From an optimization exercise on the open Yosys and OpenROAD flow, aimed at small area, a short achievable clock period and few clock cycles; shortcuts taken in it are not production practice.
The RTL was checked by simulation tests, not by an equivalence proof against the original design.
Power figures rest on the tool's default switching activity, not on a simulated workload.

==> design.v <==
module felics_phased (
    input  wire [7:0] off,
    input  wire [7:0] dlt,
    input  wire [3:0] m,         
    output wire [8:0] c,
    output wire [3:0] len
);
    function automatic lt8(input [7:0] x, input [7:0] y);
        reg [7:0] l, g;
        reg [3:0] l2, g2;
        reg [1:0] l4, g4;
        integer i;
        begin
            for (i = 0; i < 8; i = i + 1) begin
                l[i] = ~x[i] & y[i];
                g[i] = x[i] & ~y[i];
            end
            for (i = 0; i < 4; i = i + 1) begin
                l2[i] = l[2*i+1] | (~g[2*i+1] & l[2*i]);
                g2[i] = g[2*i+1] | (~l[2*i+1] & g[2*i]);
            end
            for (i = 0; i < 2; i = i + 1) begin
                l4[i] = l2[2*i+1] | (~g2[2*i+1] & l2[2*i]);
                g4[i] = g2[2*i+1] | (~l2[2*i+1] & g2[2*i]);
            end
            lt8 = l4[1] | (~g4[1] & l4[0]);
        end
    endfunction
    wire [8:0] n = {1'b0, dlt} + 9'd1;
    wire [9:0] p   = 10'd1 << m;
    wire [8:0] np  = n & ~p[8:0];
    wire       ge_p  = |({2'b00, off} & ~(p - 10'd1));     
    wire       ge_np = ~lt8(off, np[7:0]);
    wire [9:0] p5  = (p << 2) + p;
    wire [9:0] c1  = p5 - {n, 1'b0};
    wire [9:0] c2  = (p << 1) - {1'b0, n};
    wire [9:0] c3  = p5 - {1'b0, n};
    wire [9:0] cs  = ge_p ? c1 : ge_np ? c2 : c3;
    assign c = cs[8:0];
    assign len = (ge_np & ~ge_p) ? (m + 4'd1) : (m + 4'd2);
endmodule
module felics_plog (
    input  wire [7:0] dlt,
    output reg  [3:0] m
);
    wire [8:0] n = {1'b0, dlt} + 9'd1;
    integer i;
    always @* begin
        m = 4'd0;
        for (i = 0; i < 9; i = i + 1)
            if (n[i]) m = i[3:0];
    end
endmodule
module felics_ksel (
    input  wire [89:0] row,     
    output wire [2:0]  k
);
    function automatic le15(input [14:0] x, input [14:0] y);
        reg [15:0] l, g;
        reg [7:0]  l2, g2;
        reg [3:0]  l4, g4;
        reg [1:0]  l8, g8;
        integer i;
        begin
            for (i = 0; i < 16; i = i + 1) begin
                l[i] = (i < 15) ? (~x[i] & y[i]) : 1'b0;
                g[i] = (i < 15) ? (x[i] & ~y[i]) : 1'b0;
            end
            for (i = 0; i < 8; i = i + 1) begin
                l2[i] = l[2*i+1] | (~g[2*i+1] & l[2*i]);
                g2[i] = g[2*i+1] | (~l[2*i+1] & g[2*i]);
            end
            for (i = 0; i < 4; i = i + 1) begin
                l4[i] = l2[2*i+1] | (~g2[2*i+1] & l2[2*i]);
                g4[i] = g2[2*i+1] | (~l2[2*i+1] & g2[2*i]);
            end
            for (i = 0; i < 2; i = i + 1) begin
                l8[i] = l4[2*i+1] | (~g4[2*i+1] & l4[2*i]);
                g8[i] = g4[2*i+1] | (~l4[2*i+1] & g4[2*i]);
            end
            le15 = ~(g8[1] | (~l8[1] & g8[0]));
        end
    endfunction
    wire [14:0] t0 = row[14:0],  t1 = row[29:15], t2 = row[44:30];
    wire [14:0] t3 = row[59:45], t4 = row[74:60], t5 = row[89:75];
    wire        p0 = le15(t1, t0);
    wire        p1 = le15(t3, t2);
    wire        p2 = le15(t5, t4);
    wire [14:0] w0 = p0 ? t1 : t0;
    wire [14:0] w1 = p1 ? t3 : t2;
    wire [14:0] w2 = p2 ? t5 : t4;
    wire        a  = le15(w1, w0);
    wire        b  = le15(w2, w0);
    wire        c  = le15(w2, w1);
    wire        g2 = b & c;
    wire        g1 = a & ~c;
    assign k = g2 ? {2'b10, p2} : g1 ? {2'b01, p1} : {2'b00, p0};
endmodule
module felics_update (
    input  wire        en,      
    input  wire [89:0] row,
    input  wire [7:0]  v,       
    output reg  [89:0] row_new
);
    function automatic [14:0] add15(input [14:0] a, input [14:0] b);
        reg [14:0] g, p, x;
        reg [14:0] gg, pp, gn, pn;
        integer i, d;
        begin
            x = a ^ b;
            g = a & b;
            p = a | b;
            gg = g;
            pp = p;
            for (d = 1; d < 15; d = d * 2) begin
                gn = gg;
                pn = pp;
                for (i = 0; i < 15; i = i + 1) begin
                    if ((i / d) % 2 == 1) begin
                        gn[i] = gg[i] | (pp[i] & gg[(i / d) * d - 1]);
                        pn[i] = pp[i] & pp[(i / d) * d - 1];
                    end
                end
                gg = gn;
                pp = pn;
            end
            add15 = x ^ {gg[13:0], 1'b0};
        end
    endfunction
    reg [14:0] t, u, c3, s0, cy;
    reg [14:0] sum [0:5];
    reg        halve;
    integer k;
    always @* begin
        halve = 1'b1;
        for (k = 0; k < 6; k = k + 1) begin
            t  = row[15*k +: 15];
            u  = {7'd0, v >> k};                  
            c3 = en ? (k + 1) : 15'd0;
            s0 = t ^ u ^ c3;
            cy = {(t[13:0] & u[13:0]) | (t[13:0] & c3[13:0]) | (u[13:0] & c3[13:0]), 1'b0};
            sum[k] = add15(s0, cy);
            if (sum[k][14:10] == 5'd0) halve = 1'b0;
        end
        for (k = 0; k < 6; k = k + 1)
            row_new[15*k +: 15] = halve ? {1'b0, sum[k][14:1]} : sum[k];
    end
endmodule
module felics_enc (
    input  wire         clk,
    input  wire         rst,
    input  wire         start,
    input  wire [7:0]   width,       
    input  wire [15:0]  height,      
    output wire         idle,
    input  wire         pix_valid,
    input  wire [7:0]   pix_data,
    output wire         pix_ready,
    output wire         tbl_re,
    output wire [7:0]   tbl_raddr,
    input  wire [119:0] tbl_rdata,
    output wire         tbl_we,
    output wire [7:0]   tbl_waddr,
    output wire [119:0] tbl_wdata,
    output reg          out_valid,
    output reg  [7:0]   out_data
);
    localparam ST_IDLE = 2'd0;
    localparam ST_HDR  = 2'd1;
    localparam ST_RUN  = 2'd2;
    localparam DEPTH = 5;
    function automatic lt8(input [7:0] x, input [7:0] y);
        reg [7:0] l, g;
        reg [3:0] l2, g2;
        reg [1:0] l4, g4;
        integer i;
        begin
            for (i = 0; i < 8; i = i + 1) begin
                l[i] = ~x[i] & y[i];
                g[i] = x[i] & ~y[i];
            end
            for (i = 0; i < 4; i = i + 1) begin
                l2[i] = l[2*i+1] | (~g[2*i+1] & l[2*i]);
                g2[i] = g[2*i+1] | (~l[2*i+1] & g[2*i]);
            end
            for (i = 0; i < 2; i = i + 1) begin
                l4[i] = l2[2*i+1] | (~g2[2*i+1] & l2[2*i]);
                g4[i] = g2[2*i+1] | (~l2[2*i+1] & g2[2*i]);
            end
            lt8 = l4[1] | (~g4[1] & l4[0]);
        end
    endfunction
    reg [1:0]  st;
    reg [7:0]  w_r;
    reg [15:0] h_r;          
    reg [6:0]  wm1;          
    reg        w1, w2;       
    reg        smw;        
    reg [5:0]  mm1;          
    reg [3:0]  hcnt;
    reg [5:0]  epoch;
    reg        dirty;        
    reg [2:0]  rf_cnt;       
    reg        rf_z;         
    reg [7:0]  rf_ptr;
    reg        idle_r;
    assign idle = idle_r;
    reg [7:0]  cb0 [0:3], cb1 [0:3], cb2 [0:3];
    reg [3:0]  ab_v;
    reg [7:0]  prev;
    reg [6:0]  coln;         
    reg [1:0]  cpos, npos;   
    reg [1:0]  cslot, nslot; 
    reg        row0;         
    reg [1:0]  ncnt;         
    reg        done_in;
    reg [7:0]  a_r, b_r;     
    reg        lastc_r;      
    reg        last_r;       
    reg        pr_r;         
    reg [2:0]  occ;
    wire vnext    = (ncnt != 2'd2);
    wire lastcol  = lastc_r;
    wire last_pix = last_r;
    assign pix_ready = pr_r;
    wire acc = pix_valid & pr_r;
    reg  [7:0] lbn, lb1;
    wire nr0 = row0 & ~lastcol;
    wire [7:0] nb_a = (nr0 | w1) ? pix_data : lbn;
    wire [7:0] nb_b = (nr0 | w1) ? prev :
                      ((coln == 7'd0) && !w2) ? lb1 : pix_data;
    wire       a_lt  = lt8(a_r, b_r);
    wire [7:0] l_pre = a_lt ? a_r : b_r;
    wire [7:0] h_pre = a_lt ? b_r : a_r;
    wire [7:0] d_pre = a_lt ? (b_r - a_r) : (a_r - b_r);
    wire       rows1 = lastcol ? (h_r == 16'd2) : (h_r == 16'd1);
    wire [3:0] m_pre;
    felics_plog u_plog (
        .dlt (d_pre),
        .m   (m_pre)
    );
    wire blk_done = acc & ((cpos == 2'd2) | lastcol);     
    wire nblk_end = (npos == 2'd2) | (coln == wm1);        
    wire [1:0] nslot_inc = nslot + 2'd1;
    reg        s1_v, s1_verb, s1_last, s1_blw, s1_abv;
    reg [1:0]  wr_slot, wr_pos;    
    reg [7:0]  s1_p, s1_d, s1_off, s1_oa;
    reg [3:0]  s1_m;
    wire s1_out = s1o_r;      
    wire [8:0] ph_c;
    wire [3:0] ph_len;
    felics_phased u_phased (
        .off (s1_off),
        .dlt (s1_d),
        .m   (s1_m),
        .c   (ph_c),
        .len (ph_len)
    );
    reg        running;      
    reg [2:0]  ahead;        
    reg [1:0]  g_slot;       
    reg [5:0]  g_word;       
    reg        re_r, op_r, s1o_r;
    reg [7:0]  raddr_r;
    wire op_issue = op_r;
    assign tbl_re    = re_r;
    assign tbl_raddr = raddr_r;
    reg        s2_v, s2_last;
    reg [1:0]  s2_kind;
    reg [8:0]  s2_val;
    reg [8:0]  s2_c;         
    reg [3:0]  s2_len;
    reg        c_v, c_line;
    reg [7:0]  c_a;
    reg [1:0]  c_slot;
    reg        s3_v, s3_last;
    reg [1:0]  s3_kind;
    reg [8:0]  s3_val;
    reg [3:0]  s3_len;
    reg        m_v, m_line;
    reg [7:0]  m_a;
    reg [1:0]  m_slot;
    reg [119:0] m_row;
    reg [7:0]  m_v8;         
    reg        m_tok;        
    reg        wb_v, wb2_v;
    reg [7:0]  wb_a, wb2_a;
    reg [119:0] wb_row, wb2_row;
    wire [119:0] m_cur = m_row;
    wire [89:0]  m_cnt = m_cur[89:0];
    wire [2:0]  k_raw;
    wire [89:0] row_raw;
    felics_ksel u_ksel (
        .row (m_cnt),
        .k   (k_raw)
    );
    felics_update u_update (
        .en      (~m_line),
        .row     (m_cnt),
        .v       (m_v8),
        .row_new (row_raw)
    );
    reg  [89:0] row_zero;
    integer z;
    always @* begin
        for (z = 0; z < 6; z = z + 1)
            row_zero[15*z +: 15] = m_line ? 15'd0 : ({7'd0, m_v8 >> z} + 15'd1 + z[14:0]);
    end
    wire [2:0]  k_sel   = m_tok ? k_raw : 3'd5;
    wire [89:0] row_new = m_tok ? row_raw : row_zero;
    wire [119:0] m_new = {epoch,
                          m_line ? {cb2[m_slot], cb1[m_slot], cb0[m_slot]} : m_cur[113:90],
                          row_new};
    always @(posedge clk) begin
        if (s1_v) begin
            case (wr_pos)
                2'd0:    cb0[wr_slot] <= s1_p;
                2'd1:    cb1[wr_slot] <= s1_p;
                default: cb2[wr_slot] <= s1_p;
            endcase
        end
        if (m_v & m_line) begin
            cb0[m_slot] <= m_cur[97:90];
            cb1[m_slot] <= m_cur[105:98];
            cb2[m_slot] <= m_cur[113:106];
        end
    end
    wire s3_out = s3_v & (s3_kind == 2'd2);
    wire rf_en  = ~rf_z & ~m_v;
    reg  we_r;
    assign tbl_we    = we_r;
    assign tbl_waddr = wb_a;
    assign tbl_wdata = wb_row;
    reg          c_hit1, c_hit2;
    wire         c_hitm = m_v && (m_a == c_a);
    wire [119:0] c_cap  = c_hit1 ? wb_row : c_hit2 ? wb2_row : tbl_rdata;
    wire         c_tok  = c_hit1 | c_hit2 | (tbl_rdata[119:114] == epoch);
    reg [15:0] fq [0:DEPTH-1];
    reg [2:0]  f_rd, f_wr;
    reg [2:0]  f_cnt;
    wire [15:0] fh = fq[f_rd];
    wire        f_short = fh[15];        
    wire        f_last = fh[14];
    wire        f_rice = fh[13];         
    wire [8:0]  f_val  = fh[12:4];
    wire [3:0]  f_len  = fh[3:0];
    reg [5:0] s3_short;
    integer j;
    always @* begin
        for (j = 0; j < 6; j = j + 1)
            s3_short[j] = ({1'b0, s3_val[7:0] >> j} + j[8:0] + 9'd3) <= 9'd16;
    end
    always @(posedge clk) begin
        if (s3_v)
            fq[f_wr] <= {~s3_out | s3_short[k_sel], s3_last, s3_out, s3_val,
                         s3_out ? {1'b0, k_sel} : s3_len};
    end
    reg [23:0] pa;           
    reg [4:0]  pc;           
    reg        lng;          
    reg        lng_t;        
    reg [7:0]  zr;           
    reg        fin;          
    reg        ch_v;         
    reg [15:0] ch_val;
    reg [4:0]  ch_len;
    reg        ch_last;
    wire [7:0] f_mag = f_val[7:0];
    wire [2:0] f_k   = f_len[2:0];
    wire [7:0] f_q   = f_mag >> f_k;
    wire [5:0] f_kmask = (6'd1 << f_k) - 6'd1;
    wire [5:0] f_tail  = (6'd1 << f_k) | ({1'b0, f_mag[4:0]} & f_kmask);
    wire [3:0] f_tl    = {1'b0, f_k} + 4'd1;
    wire [4:0] f_tot   = f_q[4:0] + {1'b0, f_tl} + 5'd2;       
    wire [8:0] f_rem   = {1'b0, zr} + {5'd0, f_tl};             
    wire [4:0] f_zn    = (zr >= 8'd16) ? 5'd16 : zr[4:0];       
    wire [3:0] f_z1    = (f_q >= 8'd14) ? 4'd14 : f_q[3:0];     
    wire [7:0] f_zr_nx = lng ? (zr - {3'd0, f_zn}) : (f_q - {4'd0, f_z1});
    reg [15:0] sym_v;
    reg [4:0]  sym_l;
    reg        sym_pop;      
    always @* begin
        sym_v   = 16'd0;
        sym_l   = 5'd0;
        sym_pop = 1'b1;
        if (!f_rice) begin
            sym_v = {7'd0, f_val};
            sym_l = {1'b0, f_len};
        end else if (lng) begin
            if (lng_t) begin
                sym_v = {10'd0, f_tail};
                sym_l = f_rem[4:0];
            end else begin
                sym_l   = f_zn;
                sym_pop = 1'b0;
            end
        end else if (f_short) begin
            sym_v = ({15'd0, f_val[8]} << (f_q[3:0] + f_tl)) | {10'd0, f_tail};
            sym_l = f_tot;
        end else begin
            sym_v   = {15'd0, f_val[8]} << f_z1;
            sym_l   = {1'b0, f_z1} + 5'd2;
            sym_pop = 1'b0;
        end
    end
    wire       run     = (st == ST_RUN);
    wire       p_out   = run & (pc >= 5'd8);
    wire [4:0] pc_aft  = p_out ? (pc - 5'd8) : pc;
    wire       ch_take = ch_v & (pc_aft <= 5'd8);
    wire       p_app   = (f_cnt != 3'd0) & (~ch_v | ch_take);
    wire       pop     = p_app & sym_pop;
    wire [31:0] p_ext  = {pa, 8'd0} >> pc;
    wire       p_end   = run & fin & (pc <= 5'd8);
    reg [7:0] hdr_byte;
    always @* begin
        case (hcnt)
            4'd0:    hdr_byte = 8'h46;
            4'd1:    hdr_byte = 8'h4C;
            4'd2:    hdr_byte = 8'h43;
            4'd3:    hdr_byte = 8'h53;
            4'd9:    hdr_byte = w_r;
            4'd12:   hdr_byte = h_r[15:8];
            4'd13:   hdr_byte = h_r[7:0];
            default: hdr_byte = 8'h00;
        endcase
    end
    wire [15:0] nb_mul = ({8'd0, w_r} + 16'd2) * 16'd171;
    wire [6:0]  nb_w   = nb_mul[15:9];
    wire       done_nx = done_in | (acc & last_pix);
    wire [2:0] occ_nx  = occ + {2'd0, acc} - {2'd0, pop};
    wire       rf_z_nx = rf_z | (rf_en & (dirty ? (rf_ptr == 8'd255) : (rf_cnt == 3'd1)));
    wire [7:0] rf_ptr_nx = rf_ptr + {7'd0, rf_en};
    wire       dirty_nx  = dirty & ~rf_z_nx;
    wire       nwrap    = (coln == wm1);
    wire [1:0] npos_nx  = ~acc ? npos : nwrap ? 2'd0 : (npos == 2'd2) ? 2'd0 : npos + 2'd1;
    wire [1:0] nslot_nx = ~acc ? nslot : nwrap ? (smw ? 2'd0 : nslot_inc) :
                          (npos == 2'd2) ? nslot_inc : nslot;
    wire       last_nx  = acc ? (nwrap & rows1) : last_r;
    wire [1:0] ncnt_nx  = (acc && ncnt != 2'd2) ? ncnt + 2'd1 : ncnt;
    reg  [3:0] ab_v_nx;
    always @* begin
        ab_v_nx = ab_v;
        if (m_v & m_line)
            ab_v_nx[m_slot] = 1'b1;
        if (acc & nblk_end & ~last_pix)
            ab_v_nx[nslot] = 1'b0;
    end
    function automatic [7:0] slotv(input [1:0] sl, input [1:0] ps);
        begin
            if (s1_v & (wr_slot == sl) & (wr_pos == ps))
                slotv = s1_p;
            else if (m_v & m_line & (m_slot == sl))
                slotv = (ps == 2'd0) ? m_cur[97:90] : (ps == 2'd1) ? m_cur[105:98] : m_cur[113:106];
            else
                slotv = (ps == 2'd0) ? cb0[sl] : (ps == 2'd1) ? cb1[sl] : cb2[sl];
        end
    endfunction
    wire [1:0] npos_a1  = nwrap ? 2'd0 : (npos == 2'd2) ? 2'd0 : npos + 2'd1;
    wire [1:0] nslot_a1 = nwrap ? (smw ? 2'd0 : nslot_inc) : (npos == 2'd2) ? nslot_inc : nslot;
    wire [1:0] ls1_a1   = smw ? 2'd0 : nslot_a1;
    wire [1:0] ls1_n1   = smw ? 2'd0 : nslot;
    wire       pw_a     = (cslot == nslot_a1) & (cpos == npos_a1);
    wire       pw1_a    = (cslot == ls1_a1) & (cpos == 2'd1);
    wire [7:0] lbn_a    = slotv(nslot_a1, npos_a1);
    wire [7:0] lb1_a    = slotv(ls1_a1, 2'd1);
    wire [7:0] lbn_n    = (m_v & m_line & (m_slot == nslot)) ? slotv(nslot, npos) : lbn;
    wire [7:0] lb1_n    = (m_v & m_line & (m_slot == ls1_n1)) ? m_cur[105:98] : lb1;
    wire [7:0] lbn_nx   = ~acc ? lbn_n : pw_a ? pix_data : lbn_a;
    wire [7:0] lb1_nx   = ~acc ? lb1_n : pw1_a ? pix_data : lb1_a;
    wire       running_nx = (st != ST_IDLE) & (rf_z_nx | (dirty & (rf_ptr > {2'd0, mm1})));
    wire [2:0] ahead_nx   = ahead + {2'd0, op_issue} - {2'd0, blk_done};
    wire [1:0] g_slot_nx  = g_slot + {1'b0, op_issue};
    wire [5:0] g_word_nx  = ~op_issue ? g_word : (g_word == mm1) ? 6'd0 : g_word + 6'd1;
    wire p_blw   = lt8(pix_data, l_pre);
    wire p_abv   = lt8(h_pre, pix_data);
    wire s1o_nx  = acc & ~vnext & (p_blw | p_abv);
    wire ahead_ok = blk_done | ~(((ahead == 3'd4) & ~op_issue) | ((ahead == 3'd3) & op_issue));
    wire op_nx   = running_nx & ~smw & ~done_nx & ahead_ok &
                   ~ab_v_nx[g_slot_nx] & ~s1o_nx;
    wire ab_ok_nx  = smw | last_nx | ab_v_nx[nslot_nx];
    wire [3:0] rr    = rf_ptr[7:4];
    wire [3:0] dhi_c = (a_r[7:4] < b_r[7:4]) ? (b_r[7:4] - a_r[7:4]) : (a_r[7:4] - b_r[7:4]);
    wire [3:0] xh    = (nr0 | w1) ? prev[7:4] : lbn[7:4];
    wire [4:0] x_lo  = (rr > xh) ? 5'd0 : {1'b0, xh} - {1'b0, rr} + 5'd1;
    wire [4:0] x_hi  = {1'b0, xh} + {1'b0, rr};
    wire       both_reg = ~(nr0 | w1) & (coln == 7'd0) & ~w2;
    wire [3:0] dhi_b = (lbn[7:4] < lb1[7:4]) ? (lb1[7:4] - lbn[7:4]) : (lbn[7:4] - lb1[7:4]);
    wire       ctx_new = both_reg ? (dhi_b < rr) :
                         ((rr != 4'd0) & ({1'b0, pix_data[7:4]} >= x_lo) & ({1'b0, pix_data[7:4]} < x_hi));
    wire ctx_ok_nx = (ncnt_nx != 2'd2) | ~dirty_nx | (acc ? ctx_new : (dhi_c < rr));
    wire occ_ok    = acc ? ((occ <= 3'd3) | (pop & (occ <= 3'd4))) : ((occ <= 3'd4) | pop);
    wire pr_nx     = running_nx & ~done_nx & occ_ok & ab_ok_nx & ctx_ok_nx &
                     (~smw | (st == ST_RUN));
    always @(posedge clk) begin
        if (acc) begin
            prev    <= pix_data;
            a_r     <= nb_a;
            b_r     <= nb_b;
            lastc_r <= nwrap;
        end
        last_r  <= last_nx;
        lbn     <= lbn_nx;
        lb1     <= lb1_nx;
        s1_verb <= vnext;
        wr_slot <= cslot;
        wr_pos  <= cpos;
        s1_last <= last_pix;
        s1_d    <= d_pre;
        s1_m    <= m_pre;
        s1_p    <= pix_data;
        s1_blw  <= p_blw;
        s1_abv  <= p_abv;
        s1_off  <= pix_data - l_pre;
        s1_oa   <= pix_data - h_pre - 8'd1;
        s2_last <= s1_last;
        if (s1_verb) begin
            s2_kind <= 2'd0;
            s2_val  <= {1'b0, s1_p};
            s2_len  <= 4'd8;
        end else if (s1_blw | s1_abv) begin
            s2_kind <= 2'd2;
            s2_val  <= {s1_abv, s1_blw ? ~s1_off : s1_oa};
            s2_len  <= 4'd0;
        end else begin
            s2_kind <= 2'd1;
            s2_val  <= {1'b0, s1_off};
            s2_len  <= ph_len;
        end
        c_line <= ~s1_out;
        c_a    <= raddr_r;
        raddr_r <= s1o_nx ? d_pre : {2'd0, g_word_nx};
        c_slot <= g_slot;
        s3_last <= s2_last;
        s3_kind <= s2_kind;
        s3_val  <= (s2_kind == 2'd1) ? (s2_val + s2_c) : s2_val;
        s2_c    <= ph_c;
        s3_len  <= s2_len;
        m_line  <= c_line;
        m_a     <= c_a;
        m_slot  <= c_slot;
        m_row   <= c_hitm ? m_new : c_cap;
        m_v8    <= c_line ? 8'd0 : s2_val[7:0];
        c_hit1  <= m_v && (m_a == tbl_raddr);
        c_hit2  <= wb_v && (wb_a == tbl_raddr);
        m_tok   <= c_hitm | c_tok;
        wb_a    <= m_v ? m_a : rf_ptr;
        wb_row  <= {m_v ? epoch : epoch - 6'd1, m_new[113:0]};
        wb2_a   <= wb_a;
        wb2_row <= wb_row;
        mm1 <= nb_w[5:0] - 6'd5;
        if (rst) begin
            st        <= ST_IDLE;
            out_valid <= 1'b0;
            out_data  <= 8'd0;
            w_r       <= 8'd1;
            h_r       <= 16'd1;
            pr_r      <= 1'b0;
            idle_r    <= 1'b1;
            re_r      <= 1'b0;
            op_r      <= 1'b0;
            s1o_r     <= 1'b0;
            we_r      <= 1'b0;
            done_in   <= 1'b0;
            running   <= 1'b0;
            dirty     <= 1'b1;
            rf_z      <= 1'b0;
            rf_ptr    <= 8'd0;
            epoch     <= 6'd0;
            occ       <= 3'd0;
            ab_v      <= 4'd0;
            ahead     <= 3'd0;
            s1_v      <= 1'b0;
            s2_v      <= 1'b0;
            s3_v      <= 1'b0;
            c_v       <= 1'b0;
            m_v       <= 1'b0;
            wb_v      <= 1'b0;
            wb2_v     <= 1'b0;
            f_rd      <= 3'd0;
            f_wr      <= 3'd0;
            f_cnt     <= 3'd0;
            pc        <= 5'd0;
            lng       <= 1'b0;
            fin       <= 1'b0;
            ch_v      <= 1'b0;
        end else begin
            s1_v  <= acc;
            s2_v  <= s1_v;
            s3_v  <= s2_v;
            c_v   <= tbl_re;
            m_v   <= c_v;
            wb_v  <= m_v;
            wb2_v <= wb_v;
            occ   <= occ_nx;
            done_in <= done_nx;
            if (rf_en)
                rf_cnt <= rf_cnt - 3'd1;
            rf_z    <= rf_z_nx;
            rf_ptr  <= rf_ptr_nx;
            dirty   <= dirty_nx;
            we_r    <= m_v | rf_en;
            running <= running_nx;
            pr_r    <= pr_nx;
            s1o_r   <= s1o_nx;
            op_r    <= op_nx;
            re_r    <= s1o_nx | op_nx;
            ahead  <= ahead_nx;
            g_slot <= g_slot_nx;
            g_word <= g_word_nx;
            ab_v   <= ab_v_nx;
            if (s3_v)
                f_wr <= (f_wr == DEPTH - 1) ? 3'd0 : f_wr + 3'd1;
            if (pop)
                f_rd <= (f_rd == DEPTH - 1) ? 3'd0 : f_rd + 3'd1;
            f_cnt <= f_cnt + {2'd0, s3_v} - {2'd0, pop};
            npos  <= npos_nx;
            nslot <= nslot_nx;
            ncnt  <= ncnt_nx;
            if (acc) begin
                cpos  <= npos;
                cslot <= nslot;
                coln  <= nwrap ? 7'd0 : coln + 7'd1;
                if (lastcol) begin
                    row0      <= 1'b0;
                    h_r       <= h_r - 16'd1;
                end
            end
            out_valid <= 1'b0;
            if (ch_take) begin
                pa <= (pa << ch_len) | {8'd0, ch_val};
                pc <= pc_aft + ch_len;
                if (ch_last)
                    fin <= 1'b1;
            end else begin
                pc <= pc_aft;
            end
            if (p_app) begin
                ch_v    <= 1'b1;
                ch_val  <= sym_v;
                ch_len  <= sym_l;
                ch_last <= sym_pop & f_last;
                if (sym_pop) begin
                    lng <= 1'b0;
                end else begin
                    lng   <= 1'b1;
                    zr    <= f_zr_nx;
                    lng_t <= ({1'b0, f_zr_nx} + {5'd0, f_tl}) <= 9'd16;
                end
            end else if (ch_take) begin
                ch_v <= 1'b0;
            end
            if (p_out) begin
                out_valid <= 1'b1;
                out_data  <= p_ext[7:0];
            end
            case (st)
                ST_IDLE: begin
                    if (start) begin
                        st        <= ST_HDR;
                        w_r       <= width;
                        h_r       <= height;
                        wm1       <= width[6:0] - 7'd1;
                        lastc_r   <= (width == 8'd1);
                        last_r    <= (width == 8'd1) & (height == 16'd1);
                        w1        <= (width == 8'd1);
                        w2        <= (width == 8'd2);
                        smw     <= (width < 8'd13);
                        hcnt      <= 4'd0;
                        cpos      <= 2'd0;
                        cslot     <= 2'd0;
                        coln      <= (width == 8'd1) ? 7'd0 : 7'd1;
                        npos      <= (width == 8'd1) ? 2'd0 : 2'd1;
                        nslot     <= 2'd0;
                        row0      <= 1'b1;
                        ncnt      <= 2'd0;
                        done_in   <= 1'b0;
                        pr_r      <= 1'b0;
                        idle_r    <= 1'b0;
                        re_r      <= 1'b0;
                        op_r      <= 1'b0;
                        running   <= 1'b0;
                        if (!dirty)
                        begin
                            rf_cnt  <= 3'd5;
                            rf_z    <= 1'b0;
                        end
                        epoch     <= epoch + 6'd1;
                        ab_v      <= 4'd0;
                        ahead     <= 3'd0;
                        g_slot    <= 2'd0;
                        g_word    <= 6'd0;
                        fin       <= 1'b0;
                        pc        <= 5'd0;
                    end
                end
                ST_HDR: begin
                    out_valid <= 1'b1;
                    out_data  <= hdr_byte;
                    hcnt      <= hcnt + 4'd1;
                    if (hcnt == 4'd13)
                        st <= ST_RUN;
                end
                default: begin
                    if (p_end) begin
                        if (pc != 5'd0) begin
                            out_valid <= 1'b1;
                            out_data  <= p_ext[7:0];
                        end
                        pc  <= 5'd0;
                        fin <= 1'b0;
                        st  <= ST_IDLE;
                        idle_r <= 1'b1;
                    end
                end
            endcase
        end
    end
endmodule
==> run.sh <==
#!/bin/bash
# synth_recipe.tcl (not shown) runs the flow's synth.tcl, then flattens the netlist and writes it again
# the make line also repeats each setting of config.mk as NAME=value (left out here)
make -C /OpenROAD-flow-scripts/flow DESIGN_CONFIG=/design/flow/config.mk WORK_HOME=/design/flow/orfs CLKGATE_MAP_FILE= SYNTH_SCRIPT=/design/flow/synth_recipe.tcl finish
==> config.mk <==
export PLATFORM = sky130hd
export DESIGN_NAME = felics_enc
export DESIGN_NICKNAME = felics_enc
export VERILOG_FILES = /design/flow/design.v
export SDC_FILE = /design/flow/constraint.sdc
export NUM_CORES = 4
export LEC_CHECK = 0
export CAP_MARGIN = 20
export CORE_MARGIN = 2
export CORE_UTILIZATION = 40
export CTS_CLUSTER_DIAMETER = 80
export CTS_CLUSTER_SIZE = 24
export PLACE_DENSITY = 0.6
export SLEW_MARGIN = 20
==> constraint.sdc <==
create_clock -name core_clock -period 20.0 [get_ports {clk}]
set_input_delay 4.0000 -clock core_clock [delete_from_list [all_inputs] [get_ports {clk}]]
set_output_delay 4.0000 -clock core_clock [all_outputs]
set_load 0.01 [all_outputs]
==> results of run 1 <==
[per-stage QoR]
| step | power [mW] | util (%) | hold slack, ps |
|---|---|---|---|
| 6_report | 4.69 | 45.2 | 335 |
| 5_1_grt | 4.95 | 45.2 | 339 |
| 4_1_cts | 4.72 | 45.2 | 337 |
| 3_5_place_dp | 3.48 | 43.9 | 314 |
| 3_3_place_gp | 3.47 | 43.9 | 311 |
| 2_1_floorplan | 3.10 | - | 310 |
[power by group through the flow]
stage          Combinational, mW  Clock, mW  Sequential [mW]
2_1_floorplan              0.976          0             2.12
5_1_grt                     1.46       1.33             2.16
4_1_cts                     1.30       1.27             2.15
3_3_place_gp                1.27          0             2.19
3_5_place_dp                1.29          0             2.19
6_report                    1.31       1.23             2.15
[critical path, stage by stage (launching register included)]
cell and delay [ps]:
dfxtp_1 680, clkinv_1 540, fa_1 670, ha_1 230
nor2b_1 110, o21bai_1 90, a21oi_1 250, o211ai_1 210
nor3_1 590, and3_1 370, nand4_1 180, o311ai_0 180
nor2_1 210, o2111ai_4 130, buf_4 380, buf_4 600
nor2_1 140, a21oi_1 170, nor2_1 60, a2111oi_0 560
nand2_1 100, o21ai_1 110
[layer usage]
layer	vias to the layer above	GRT usage [%]	wire, um
met5	-	0	0
met4	0	7.92	5440
met3	228	3.87	10400
met2	1210	36.3	71400
met1	20300	30.2	69700
li1	20700	-	-
[flip-flops by register name (all words and copies together) (netlist names), 9 cells and up, named ones only]
register and cells:
fq 80, pa 24, h_r 16, m_cur 114, ch_val 16, s3_val 9, s2_val 9, cb2 32
wb_row 120, cb0 32, cb1 32, wb2_row 114, s2_c 9
[final cells by class]
type                    instances  area (um^2)
repair buffers                373         3580
clock buffers                  63         1410
clock inverters                29          348
multi-input cells            4275        29400
diodes                          1         2.50
fillers                     12800        72000
well taps                    1755         2200
inverters                     353         1330
flip-flops and latches        898        21100
[path summary, 6_finish.rpt]
check	end	slack (ps)	cells past startpoint
setup / recovery	m_cur[28]	13300	21
hold / removal	m_slot[1]	340	0
setup reg to reg	m_cur[28]	13300	21
hold reg to reg	m_slot[1]	340	0
[logic make-up after synthesis]
logic type | after synthesis
AOI/OAI and AO/OA | 1354
xor gates and xnor gates | 271
adders and majority gates | 427
buffers and inverters | 663
DFF | 898
muxes | 416
other | 1
and+or+nand+nor | 1805
[cell usage after synthesis (16+ instances only)]
cell type / n / area [um^2]
nand2_1: 753 / 2830
dfxtp_1: 584 / 11700
nor2_1: 550 / 2060
a21oi_1: 410 / 2050
o21ai_0: 372 / 1860
inv_1: 344 / 1290
ha_1: 338 / 4230
edfxtp_1: 314 / 9430
mux2i_1: 282 / 2820
clkbuf_1: 247 / 927
xnor2_1: 161 / 1410
xor2_1: 110 / 963
a211oi_1: 90 / 676
mux2_2: 80 / 901
nor2b_1: 78 / 488
nand2b_1: 73 / 457
a21o_1: 72 / 541
nand3_1: 67 / 335
nor3_1: 64 / 320
and2_1: 62 / 388
fa_1: 58 / 1160
buf_1: 50 / 188
mux4_2: 46 / 1040
o22ai_1: 46 / 288
o21ai_1: 34 / 170
o21bai_1: 33 / 248
a311oi_1: 32 / 280
o211ai_1: 30 / 225
nor4_1: 29 / 181
or3_1: 25 / 156
a31oi_1: 24 / 150
nand4_1: 22 / 138
and3_1: 21 / 131
maj3_1: 20 / 200
o31ai_1: 20 / 150
a221oi_1: 18 / 158
o21a_1: 16 / 120
==> out/metrics.csv, run 1 <==
metric,value,unit
outcome,finished clean,
synth-simple-area-share,15.0,%
synth.area.mux_share,9.21,%
ant_nets,0,
die_h,368,um
drc,0,
finalMaxSlewViolations,0,
min_period,6700,ps
areaGrowthSynthToFinish,12.3,%
setup_viol,0,
rsz0062_at_grt,no,
row_count,133,
cts.sinks,898,
finClkSkew,50.4,ps
cts_setup_buffers,0,
start_util,40.3,%
grt_pass1_wl,240,mm
p_per_area,78.9,nW/um^2
h-tree-depth,2,
numCtsBuffers,52,
clk_pin_slew,100,ps
antenna_found_initial,0,
setup_ws,13300,ps
tritoncts,built,
fin_crit_sh,33.5,%
power_frac_seq,45.8,%
syn-mean-instance-area,9.07,um^2
core-area,131000,um^2
ys_seq_elements,898,
gp_congestion,0.919,
boundaryPins,305,
synth_ff_type,dfxtp_1,
vias_per_cell,5.48,
cp.arrival,7320,ps
grt.total_usage,22.5,%
synth_xor_area_share,4.48,%
cap_violations,0,
hold_viol_final,0,
min-delay-start,c_slot[1],
cp-end-kind,flip-flop,
critPathMaxFanout,54,
cts.repair.resized,0,
mostFrequentLayoutCell,nand2_1,
switching_share,33.8,%
pre_cts_ws,12690,ps
placedCellCount,7653,
p_leak,23.5,nW
power.internal,3.11,mW
final_cell_mix,"nand2_1 (752), dfxtp_1 (579), nor2_1 (546), a21oi_1 (408), o21ai_0 (360)",
yosys.cell_types.count,106,
grt_max_degree,223,
synth_edf_count,314,
drt-pass1-iter-count,6,
post-dp-hpwl,117,mm
ys_seq_area_share,39.9,%
grt_pass1_vias,41300,
worstReg2RegStart,m_v8[6],
synth_area,52900,um^2
synth_top_family_by_area,compound AO/OA/AOI/OAI gates,
nets,6505,
dieWidth,368,um
hold_path_class,reg -> reg,
combPwrFrac,27.9,%
fin_tns_setup,0,ps
die_area,135000,um^2
dpl-instance-area,57700,um^2
final_cells,7747,
vias,42400,
stdcell_area,59400,um^2
cts_root_buf,clkbuf_16,
cp-startpoint,m_v8[6],
p_sw,1.58,mW
clockBufferDepth,3,
worst_slew_pin_slew,1120,ps
wirelength,157,mm
drive_above_1_share,6.03,%
synthAdderAreaFrac,10.8,%
required,20630,ps
maxSlewHeadroom,24.6,%
wire_per_inst,20.3,um
overflow,0,
clock_latency,720,ps
cts_hold_buf,0,
ir_drop,0.0000643,V
ys_async_sr_fraction,0,%
path_class,reg -> reg,
start_kind,flip-flop,
clock_power_share,26.3,%
portBuffers,304,
ys_warn_count,6,
synth_compound_area_share,15.8,%
clock.fmax,149,MHz
drt-initial-drc-count,3418,
synth_cells,5835,
Testbench counts, summed over its fixed seeds: cycles 43,453.
==> run 2: changes to the inputs <==
--- a/config.mk
+++ b/config.mk
@@ -7,8 +7,8 @@
 export LEC_CHECK = 0
 export CAP_MARGIN = 20
 export CORE_MARGIN = 2
-export CORE_UTILIZATION = 40
+export CORE_UTILIZATION = 65
 export CTS_CLUSTER_DIAMETER = 80
 export CTS_CLUSTER_SIZE = 24
-export PLACE_DENSITY = 0.6
+export PLACE_DENSITY = 0.8
 export SLEW_MARGIN = 20
==> run 2 against run 1 <==
  * Non-clock buffer count shrank 6
  * Synthesized area is the same
  * Cell count down 9.2%
  * Hold slack worse by 14 ps
  * Sequential cell count unchanged
  * Sequential share of layout area up 0.68 points
  * Register-to-register slack better by 80 ps
  * Utilization rose by 27 points
  * Clock power fell by 7%
  * Global-route usage grew 11 points
==> out/metrics.csv, run 2 <==
metric,value,unit
ys_seq_elements,898,
synth_most_common_cell,nand2_1,
tritoncts,built,
cts.sinks,898,
synth-simple-area-share,15.0,%
overflow,0,
final_cell_mix,"nand2_1 (752), dfxtp_1 (579), nor2_1 (547), a21oi_1 (410), o21ai_0 (363)",
synth_area,52900,um^2
synth_xor_area_share,4.48,%
drive_above_1_share,5.66,%
synthAdderAreaFrac,10.8,%
numCtsBuffers,48,
dieWidth,289,um
rsz0062_at_grt,no,
outcome,finished clean,
largest_register,wb_row,
vias_per_cell,6.17,
setup_ws,13380,ps
synth_cells,5835,
min_period,6620,ps
critPathMaxFanout,54,
required,20480,ps
finalMaxSlewViolations,0,
mostFrequentLayoutCell,nand2_1,
synthTopCellsByCount,"nand2_1 (753), dfxtp_1 (584), nor2_1 (550)",
maxSlewHeadroom,19.4,%
core-area,80500,um^2
portBuffers,304,
row_count,104,
multiInputGateArea,29400,um^2
synth_top_family_by_area,compound AO/OA/AOI/OAI gates,
grt.total_usage,33.9,%
synth_compound_area_share,15.8,%
setup_viol,0,
grt_pass1_wl,225,mm
cap_violations,0,
start_util,65.7,%
crit_family,simple AND/OR/NAND/NOR gates,
cp_slowest_stage_delay,710,ps
drt-pass1-iter-count,6,
start_kind,flip-flop,
cts_setup_buffers,0,
fin_crit_sh,33.1,%
cp_slowest_cell,dfxtp_1,
h-tree-depth,2,
die_area,83700,um^2
fillers,6079,
worst_slew_pin_slew,1200,ps
synth_ff_type,dfxtp_1,
largest_reg_flops,120,
hold_path_class,reg -> reg,
ys_seq_area_share,39.9,%
cts.repair.resized,0,
cts_root_buf,clkbuf_16,
clock.fmax,151,MHz
ir_drop,0.0000686,V
drt-initial-drc-count,3845,
netlist.area_leader.share,22.1,%
areaGrowthSynthToFinish,10.2,%
p_per_area,79.0,nW/um^2
wirelength,146,mm
grt_max_degree,223,
gp_congestion,0.969,
final-seq-area,21100,um^2
fin_tns_setup,0,ps
hold_viol_final,0,
ys_warn_count,6,
antenna_found_initial,3,
ys_async_sr_fraction,0,%
pre_cts_ws,12720,ps
die_h,289,um
clockBufferDepth,3,
synth_edf_count,314,
wire_per_inst,20.7,um
utilization,72.4,%
cpMostUsedCell,and3_1,
synth.area.mux_share,9.21,%
nets,6495,
boundaryPins,305,
clk_pin_slew,100,ps
yosys.cell_types.count,106,
path_buf_inv,3,
cp.arrival,7100,ps
grt_pass1_vias,40800,
worstPathCellList,"clkinv_1, fa_1, inv_1, ha_1, nor2b_1, o21bai_1, a21oi_1, and3_1, and3_1, and3_1, and2_0, a311o_1, nor2_1, o2111ai_4, buf_4, nand2_1, nor2_1, nand2_1, o21ai_0",
clock_latency,650,ps
vias,43400,
path_class,reg -> reg,
cp-end-kind,flip-flop,
drc,0,
cts_hold_buf,0,
yosysTopAreaCell,dfxtp_1,
post-dp-hpwl,106,mm
finClkSkew,24.0,ps
p_leak,23.4,nW
synthTopCellsByArea,"dfxtp_1 (22%), edfxtp_1 (18%), ha_1 (8.0%)",
syn-mean-instance-area,9.07,um^2
ant_nets,0,
==> run 2: changes by cell type in the layout (fill, tap and decap cells not counted), moves of 3 or more <==
cell | previous run | this run
buf_4 | 67 | 62
clkbuf_16 | 54 | 51
o21ai_0 | 360 | 363
clkinv_8 | 5 | 1
o21ai_1 | 45 | 42
inv_12 | 5 | 1
clkbuf_1 | 7 | 15
==> run 2: metrics by stage <==
stage | area (um^2) | power, mW | instances | hold slack [ps]
detailed placement | 56700 | 3.47 | 6953 | 312
global route | 58300 | 4.83 | 7038 | 331
CTS | 58300 | 4.60 | 7037 | 326
floorplan | 52900 | 3.10 | 5836 | 310
global placement | 56700 | 3.43 | 6953 | 310
finish | 58300 | 4.61 | 7038 | 322
==> run 2: layout make-up <==
| type | count | area share [%] |
|---|---|---|
| repair buffers | 367 | 6.04 |
| well taps | 1060 | 2.27 |
| flip-flops and latches | 898 | 36.2 |
| clock buffers | 70 | 2.38 |
| diodes | 1 | 0.00429 |
| clock inverters | 14 | 0.326 |
| inverters | 353 | 2.27 |
| multi-input cells | 4275 | 50.5 |
==> run 2: worst paths after layout <==
kind | from | end | slack [ps] | depth (start not counted)
max | m_v8[6] | m_cur[44] | 13380 | 19
min | c_slot[1] | m_slot[1] | 320 | 0
max reg2reg | m_v8[6] | m_cur[44] | 13380 | 19
min reg2reg | c_slot[1] | m_slot[1] | 320 | 0
==> run 2: cells by family (layout without fill, tap and decap cells) <==
logic type | after synthesis | after routing
adder cells (fa/ha/maj) | 427 | 427
AND/OR/NAND/NOR | 1805 | 1805
XOR/XNOR | 271 | 271
flip-flops | 898 | 898
multiplexers | 416 | 416
buffers and inverters | 663 | 804
AO/OA/AOI/OAI | 1354 | 1354
other | 1 | 3
==> run 2: report_power, final <==
part / switching (mW) / internal, mW / total (mW) / leakage (nW)
clock network: 0.641 / 0.514 / 1.15 / 0.765
logic: 0.749 / 0.544 / 1.29 / 14.9
registers: 0.146 / 2.02 / 2.16 / 7.71
==> run 2: routing by layer <==
layer  up-vias  global-route usage (%)  wire length (um)
met5         -                       0                27
met4         4                    12.9              5770
met3       320                    5.20             11400
met2      1758                    54.7             67600
met1     20700                    46.1             60900
li1      20600                       -                 -
==> run 3: changes to the inputs <==
--- a/config.mk
+++ b/config.mk
@@ -7,8 +7,8 @@
 export LEC_CHECK = 0
 export CAP_MARGIN = 20
 export CORE_MARGIN = 2
-export CORE_UTILIZATION = 65
+export CORE_UTILIZATION = 55
 export CTS_CLUSTER_DIAMETER = 80
 export CTS_CLUSTER_SIZE = 24
-export PLACE_DENSITY = 0.8
+export PLACE_DENSITY = 0.7
 export SLEW_MARGIN = 20
==> run 3 against run 2 <==
  * Still clean on timing, DRC and antenna
  * Sequential power about the same
  * Synthesized area did not move
  * Clock skew increased by 13 ps
  * Synthesized cell count stayed put
  * Cell count is 3.0% higher
  * Largest cell class unchanged
  * Largest power group unchanged
==> out/metrics.csv, run 3 <==
metric,value,unit
outcome,finished clean,
boundaryPins,305,
ys_seq_area_share,39.9,%
rsz0062_at_grt,no,
largest_reg_flops,120,
largest_register,wb_row,
cts.repair.resized,0,
hold_path_class,reg -> reg,
ant_nets,0,
setup_viol,0,
finalMaxSlewViolations,0,
grt_pass1_vias,40600,
drc,0,
clk_pin_slew,100,ps
wirelength,150,mm
p_leak,23.4,nW
critPathMaxFanout,15,
vias,42900,
vias_per_cell,5.92,
drt-pass1-iter-count,6,
start_kind,input port,
nets,6503,
drive_above_1_share,5.81,%
placedCellCount,7162,
synth_area,52900,um^2
numCtsBuffers,50,
utilization,61.7,%
yosysTopAreaCell,dfxtp_1,
hold_viol_final,0,
cts_setup_buffers,0,
synth_edf_count,314,
synth_cells,5835,
dieWidth,314,um
synthTopCellsByCount,"nand2_1 (753), dfxtp_1 (584), nor2_1 (550)",
clock.fmax,152,MHz
fin_tns_setup,0,ps
finClkSkew,37.1,ps
h-tree-depth,2,
finalPower,4.64,mW
clock_latency,680,ps
synthTopCellsByArea,"dfxtp_1 (22%), edfxtp_1 (18%), ha_1 (8.0%)",
row_count,113,
yosys.cell_types.count,106,
cap_violations,0,
ys_warn_count,6,
netlist.area_leader.share,22.1,%
ys_async_sr_fraction,0,%
synth_most_common_cell,nand2_1,
min_period,6600,ps
grt_max_degree,223,
grt.total_usage,29.6,%
gp_congestion,0.941,
post-dp-hpwl,110,mm
synth_ff_type,dfxtp_1,
wire_per_inst,20.6,um
cp-end-kind,flip-flop,
ys_seq_elements,898,
cts_root_buf,clkbuf_16,
required,20580,ps
overflow,0,
fin_crit_sh,33.0,%
worst_slew_pin_slew,1110,ps
core-area,95200,um^2
final_cells,7252,
maxSlewHeadroom,25.9,%
syn-mean-instance-area,9.07,um^2
cp.arrival,7170,ps
final_cell_mix,"nand2_1 (752), dfxtp_1 (579), nor2_1 (547), a21oi_1 (410), o21ai_0 (360)",
clockBufferDepth,3,
p_per_area,79.0,nW/um^2
cts.sinks,898,
cts_hold_buf,0,
grt_pass1_wl,231,mm
start_util,55.6,%
die_h,314,um
path_class,in -> reg,
antenna_found_initial,1,
mostFrequentLayoutCell,nand2_1,
die_area,98800,um^2
areaGrowthSynthToFinish,10.9,%
diodes,0,
portBuffers,304,
tritoncts,built,
ir_drop,0.0000638,V
drt-initial-drc-count,3778,
[run 3: cell counts after synthesis]
No cell type changed its count.
[run 3: worst paths after layout]
check / start / depth (start not counted) / slack (ps) / endpoint
min: c_slot[0] / 0 / 330 / m_slot[0]
min reg2reg: c_slot[0] / 0 / 330 / m_slot[0]
max: pix_data[1] / 17 / 13400 / raddr_r[5]
max reg2reg: m_v8[6] / 21 / 13460 / m_cur[88]
[run 3: per-layer routing]
layer / vias up / GRT usage (%) / part of all wire, % / wire, um
met1: 20400 / 40.6 / 43 / 64300
met3: 264 / 4.15 / 7.8 / 11600
met4: 0 / 9.62 / 3.4 / 5030
li1: 20700 / - / - / -
met5: - / 0 / 0 / 0
met2: 1580 / 48.1 / 46 / 68700
[run 3: layout make-up]
cell class | instances | area, um^2
Fill cell | 8211 | 36500
Inverter | 353 | 1330
Tap cell | 1265 | 1580
Multi-Input combinational cell | 4275 | 29400
Timing Repair Buffer | 373 | 3570
Clock buffer | 67 | 1360
Sequential cell | 898 | 21100
Clock inverter | 21 | 288
[run 3: report_power, final]
| part | switching (mW) | total (mW) | leakage, nW | internal, mW |
|---|---|---|---|---|
| clock | 0.655 | 1.18 | 0.797 | 0.526 |
| combinational | 0.753 | 1.30 | 14.9 | 0.546 |
| sequential | 0.140 | 2.16 | 7.71 | 2.02 |
[run 3: critical path, cell delays in order]
cell,delay [ps]
clkdlybuf4s50_1,670
inv_1,200
fa_1,510
nor2_1,140
nor2_1,50
nor2_1,90
nor2_1,50
nor2_1,80
nor2_1,40
nor2_1,90
nor2_1,50
nor2_1,80
nor2_1,50
o21bai_1,190
o21ai_0,160
or2_2,410
mux2_2,300
[run 3: cells by family (layout without fill, tap and decap cells)]
family | after synthesis | in the layout | share of synthesized area (%)
simple gates | 1805 | 1805 | 15.0
xor+xnor | 271 | 271 | 4.48
fa+ha+maj | 427 | 427 | 10.8
buf+inv | 663 | 814 | 4.75
flops | 898 | 898 | 39.9
other cells | 1 | 2 | 0.00708
mux | 416 | 416 | 9.21
compound gates | 1354 | 1354 | 15.8
[run 3: per-stage QoR]
| step | setup slack, ps | hold WS, ps | instance area (um^2) |
|---|---|---|---|
| after global placement | 12700 | 312 | 57000 |
| final | 13400 | 331 | 58700 |
| after global routing | 12940 | 338 | 58700 |
| after floorplan | 13700 | 310 | 52900 |
| after CTS | 13450 | 333 | 58700 |
| after detailed placement | 12740 | 312 | 57000 |
==> run 4: changes to the inputs <==
--- a/design.v
+++ b/design.v
@@ -234,6 +234,12 @@
     wire [7:0] h_pre = a_lt ? b_r : a_r;
     wire [7:0] d_pre = a_lt ? (b_r - a_r) : (a_r - b_r);
     wire       rows1 = lastcol ? (h_r == 16'd2) : (h_r == 16'd1);
+    reg  [15:0] h_dec;
+    integer hb;
+    always @* begin
+        for (hb = 0; hb < 16; hb = hb + 1)
+            h_dec[hb] = h_r[hb] ^ ((h_r & ((16'd1 << hb) - 16'd1)) == 16'd0);
+    end
     wire [3:0] m_pre;
     felics_plog u_plog (
         .dlt (d_pre),
@@ -260,11 +266,10 @@
     reg [2:0]  ahead;        
     reg [1:0]  g_slot;       
     reg [5:0]  g_word;       
-    reg        re_r, op_r, s1o_r;
-    reg [7:0]  raddr_r;
-    wire op_issue = op_r;
-    assign tbl_re    = re_r;
-    assign tbl_raddr = raddr_r;
+    reg        opc_r, s1o_r;       
+    wire op_issue = opc_r & ~s1o_r;
+    assign tbl_re    = s1o_r | opc_r;
+    assign tbl_raddr = s1o_r ? s1_d : {2'd0, g_word};
     reg        s2_v, s2_last;
     reg [1:0]  s2_kind;
     reg [8:0]  s2_val;
@@ -475,8 +480,7 @@
     wire p_abv   = lt8(h_pre, pix_data);
     wire s1o_nx  = acc & ~vnext & (p_blw | p_abv);
     wire ahead_ok = blk_done | ~(((ahead == 3'd4) & ~op_issue) | ((ahead == 3'd3) & op_issue));
-    wire op_nx   = running_nx & ~smw & ~done_nx & ahead_ok &
-                   ~ab_v_nx[g_slot_nx] & ~s1o_nx;
+    wire opc_nx  = running_nx & ~smw & ~done_nx & ahead_ok & ~ab_v_nx[g_slot_nx];
     wire ab_ok_nx  = smw | last_nx | ab_v_nx[nslot_nx];
     wire [3:0] rr    = rf_ptr[7:4];
     wire [3:0] dhi_c = (a_r[7:4] < b_r[7:4]) ? (b_r[7:4] - a_r[7:4]) : (a_r[7:4] - b_r[7:4]);
@@ -527,8 +531,7 @@
             s2_len  <= ph_len;
         end
         c_line <= ~s1_out;
-        c_a    <= raddr_r;
-        raddr_r <= s1o_nx ? d_pre : {2'd0, g_word_nx};
+        c_a    <= tbl_raddr;
         c_slot <= g_slot;
         s3_last <= s2_last;
         s3_kind <= s2_kind;
@@ -556,8 +559,7 @@
             h_r       <= 16'd1;
             pr_r      <= 1'b0;
             idle_r    <= 1'b1;
-            re_r      <= 1'b0;
-            op_r      <= 1'b0;
+            opc_r     <= 1'b0;
             s1o_r     <= 1'b0;
             we_r      <= 1'b0;
             done_in   <= 1'b0;
@@ -602,8 +604,7 @@
             running <= running_nx;
             pr_r    <= pr_nx;
             s1o_r   <= s1o_nx;
-            op_r    <= op_nx;
-            re_r    <= s1o_nx | op_nx;
+            opc_r   <= opc_nx;
             ahead  <= ahead_nx;
             g_slot <= g_slot_nx;
             g_word <= g_word_nx;
@@ -622,7 +623,7 @@
                 coln  <= nwrap ? 7'd0 : coln + 7'd1;
                 if (lastcol) begin
                     row0      <= 1'b0;
-                    h_r       <= h_r - 16'd1;
+                    h_r       <= h_dec;
                 end
             end
             out_valid <= 1'b0;
@@ -676,8 +677,7 @@
                         done_in   <= 1'b0;
                         pr_r      <= 1'b0;
                         idle_r    <= 1'b0;
-                        re_r      <= 1'b0;
-                        op_r      <= 1'b0;
+                        opc_r     <= 1'b0;
                         running   <= 1'b0;
                         if (!dirty)
                         begin
==> run 4 against run 3 <==
  * Fmax decreased by 3.8%
  * Routed wire length fell by 3.0%
  * Non-clock buffer count decreased by 2
  * Sequential share of layout area fell by 0.40 points
  * Clock power about the same
  * Critical path depth up 2
  * Utilization fell by 0.57 points
  * Die area increased by 0.48%
  * Global-route usage decreased by 1.0 points
  * Register-to-register slack got worse by 320 ps
  * Via count shrank 3.3%
  * Cell count shrank 3.1%
  * Critical endpoint is now m_cur[89]
  * Largest power group unchanged
==> out/metrics.csv, run 4 <==
metric,value,unit
start_util,55.3,%
grt_pass1_wl,224,mm
maxSlewHeadroom,24.7,%
fin_tns_setup,0,ps
wirelength,145,mm
grt_max_degree,113,
netlist.area_leader.share,21.6,%
hold_path_class,reg -> reg,
setup_viol,0,
synth_area,53200,um^2
clk_pin_slew,100,ps
min_period,6860,ps
drt-pass1-iter-count,8,
drt-initial-drc-count,3889,
gr-usage-met1,39.4,%
setup_ws,13140,ps
largest_register,wb_row,
grt_pass1_vias,39400,
placedCellCount,6940,
met2_usage,46.0,%
h-tree-depth,2,
cp-end-kind,flip-flop,
row_count,114,
drc,0,
ys_seq_elements,889,
critPathMaxFanout,68,
fillers,8200,
cp.arrival,7460,ps
cts.sinks,889,
synth_cells,5585,
mostFrequentLayoutCell,nand2_1,
yosysTopAreaCell,dfxtp_1,
synthTopCellsByArea,"dfxtp_1 (22%), edfxtp_1 (18%), ha_1 (7.9%)",
final_cell_mix,"nand2_1 (702), dfxtp_1 (571), nor2_1 (412), o21ai_0 (367), inv_1 (339)",
cts_root_buf,clkbuf_16,
path_class,reg -> reg,
portBuffers,304,
cp_slowest_cell,o2111ai_4,
areaGrowthSynthToFinish,10.6,%
syn-mean-instance-area,9.53,um^2
fin_crit_sh,34.3,%
worst_slew_pin_slew,1120,ps
tritoncts,built,
die_area,99200,um^2
finClkSkew,34.3,ps
crit_family,compound AO/OA/AOI/OAI gates,
hold_viol_final,0,
die_h,315,um
dieWidth,315,um
clock_power_share,25.2,%
ys_async_sr_fraction,0,%
ant_nets,0,
overflow,0,
gp_congestion,0.976,
numCtsBuffers,50,
synth_most_common_cell,nand2_1,
p_per_area,78.6,nW/um^2
start_kind,flip-flop,
vias_per_cell,5.90,
synth_edf_count,314,
utilization,61.1,%
yosys.cell_types.count,107,
nets,6268,
synthTopCellsByCount,"nand2_1 (704), dfxtp_1 (575), nor2_1 (414)",
clock_latency,670,ps
worstPathCellList,"inv_1, fa_1, inv_1, ha_1, nor2b_1, o21bai_1, a21oi_1, o21bai_1, a21oi_1, o21bai_1, a21oi_1, and2_1, nand4_1, o2111ai_4, buf_4, buf_4, nand2_1, nor2_1, mux2_2",
vias,41500,
grt_use_met3,3.93,%
combPwrFrac,28.6,%
fin_hold_ws,335,ps
ys_seq_area_share,39.4,%
path_buf_inv,4,
switching_share,33.4,%
core-area,96300,um^2
cp_slowest_stage_delay,700,ps
largest_reg_flops,120,
finalMaxSlewViolations,0,
top_usage_layer,met2,
required,20600,ps
power_frac_seq,46.2,%
pre_cts_ws,13150,ps
boundaryPins,305,
cts_hold_buf,0,
ys_warn_count,6,
cts.repair.resized,0,
p_leak,23.2,nW
clock.fmax,146,MHz
clockBufferDepth,3,
cts_setup_buffers,0,
cap_violations,0,
drive_above_1_share,8.92,%
synth_ff_type,dfxtp_1,
antenna_found_initial,0,
grt.total_usage,28.5,%
outcome,finished clean,
diodes,0,
rsz0062_at_grt,no,
power.internal,3.08,mW
ir_drop,0.0000608,V
post-dp-hpwl,108,mm
final_cells,7029,
p_sw,1.55,mW
wire_per_inst,20.7,um
[run 4: changes by cell type in the layout (fill, tap and decap cells not counted), sizes merged, moves of 12 or more]
cell and change:
a211oi -40, a21oi -112, a311oi -27, and2 -30
maj3 -15, mux2 +110, mux2i +32, mux4 +38
nand2 -48, nand2b -14, nor2 -133, o21ai -14
o22ai +13, xor2 +12
[run 4: kinds of logic (layout without fill, tap and decap cells)]
group | Yosys count | in the layout | synth area share, %
xor+xnor | 273 | 273 | 4.49
other cells | 1 | 2 | 0.00705
buf+inv | 640 | 807 | 4.78
simple gates | 1594 | 1594 | 13.4
fa+ha+maj | 412 | 412 | 10.4
flops | 889 | 889 | 39.4
compound gates | 1180 | 1180 | 13.8
mux | 596 | 596 | 13.7
[run 4: area by class of cell]
class                   count  area (um^2)  area share, %
inverters                 347         1300           2.21
flip-flops and latches    889        21000           35.6
repair buffers            371         3560           6.05
well taps                1276         1600           2.71
clock inverters            19          283          0.481
multi-input cells        4057        29800           50.6
clock buffers              70         1360           2.30
[run 4: path summary, 6_finish.rpt]
kind / slack, ps / cells past startpoint / start / to
min: 330 / 0 / s1_last / s2_last
max reg2reg: 13140 / 19 / m_v8[2] / m_cur[89]
max: 13140 / 19 / m_v8[2] / m_cur[89]
min reg2reg: 330 / 0 / s1_last / s2_last
[run 4: stage by stage]
step | power, mW | instance area (um^2)
final | 4.63 | 58800
after global routing | 4.87 | 58800
after CTS | 4.64 | 58800
after detailed placement | 3.48 | 57200
after global placement | 3.46 | 57200
after floorplan | 3.12 | 53200
[run 4: routing by layer]
layer	wire length, um	up-vias
li1	-	19900
met4	5220	0
met3	10800	264
met1	62600	19900
met2	66600	1465
met5	0	-
[run 4: power groups by stage]
stage / combinational [mW] / clock [mW] / sequential (mW)
2_1_floorplan: 1.02 / 0 / 2.10
3_3_place_gp: 1.29 / 0 / 2.17
3_5_place_dp: 1.31 / 0 / 2.17
4_1_cts: 1.32 / 1.19 / 2.13
5_1_grt: 1.48 / 1.25 / 2.15
6_report: 1.33 / 1.17 / 2.14
Testbench counts of run 4, summed over its fixed seeds: cycles 43,453.

## static timing again, ports no longer ideal
Ports are ideal in the flow. The routed layouts listed here were re-timed in OpenROAD. Step 1 (the two cells are an assumption about what drives the block):
set clk [get_ports {clk}]
set_driving_cell -lib_cell sky130_fd_sc_hd__clkbuf_16 $clk
set_driving_cell -lib_cell sky130_fd_sc_hd__buf_2 [delete_from_list [all_inputs] $clk]
Step 2 also shifts input and output timing later by t, the mid clock arrival at the registers, as if the neighbouring blocks saw the same clock. Three values: ideal ports, drivers, drivers and shift; two values: the first two.
run | t (ns) | slack for setup (ns) | worst hold slack (ns) | latest minus earliest clock arrival (ns) | worst slew at a driven data input, ns
run 1 | 0.768 | 13.305 / 13.305 / 12.673 | 0.335 / 0.335 / 0.335 | 0.055 / 0.055 | 0.09
run 2 | 0.706 | 13.383 / 13.383 / 12.730 | 0.322 / 0.322 / 0.322 | 0.034 / 0.035 | 0.13
run 3 | 0.734 | 13.404 / 13.453 / 12.719 | 0.331 / 0.331 / 0.331 | 0.040 / 0.040 | 0.09
run 4 | 0.720 | 13.142 / 13.142 / 13.035 | 0.335 / 0.335 / 0.335 | 0.042 / 0.041 | 0.07
After both steps every run listed still meets setup and hold. For run 3, which loses most, drivers alone change the setup slack by +0.049 ns; drivers and shift together by -0.685 ns.
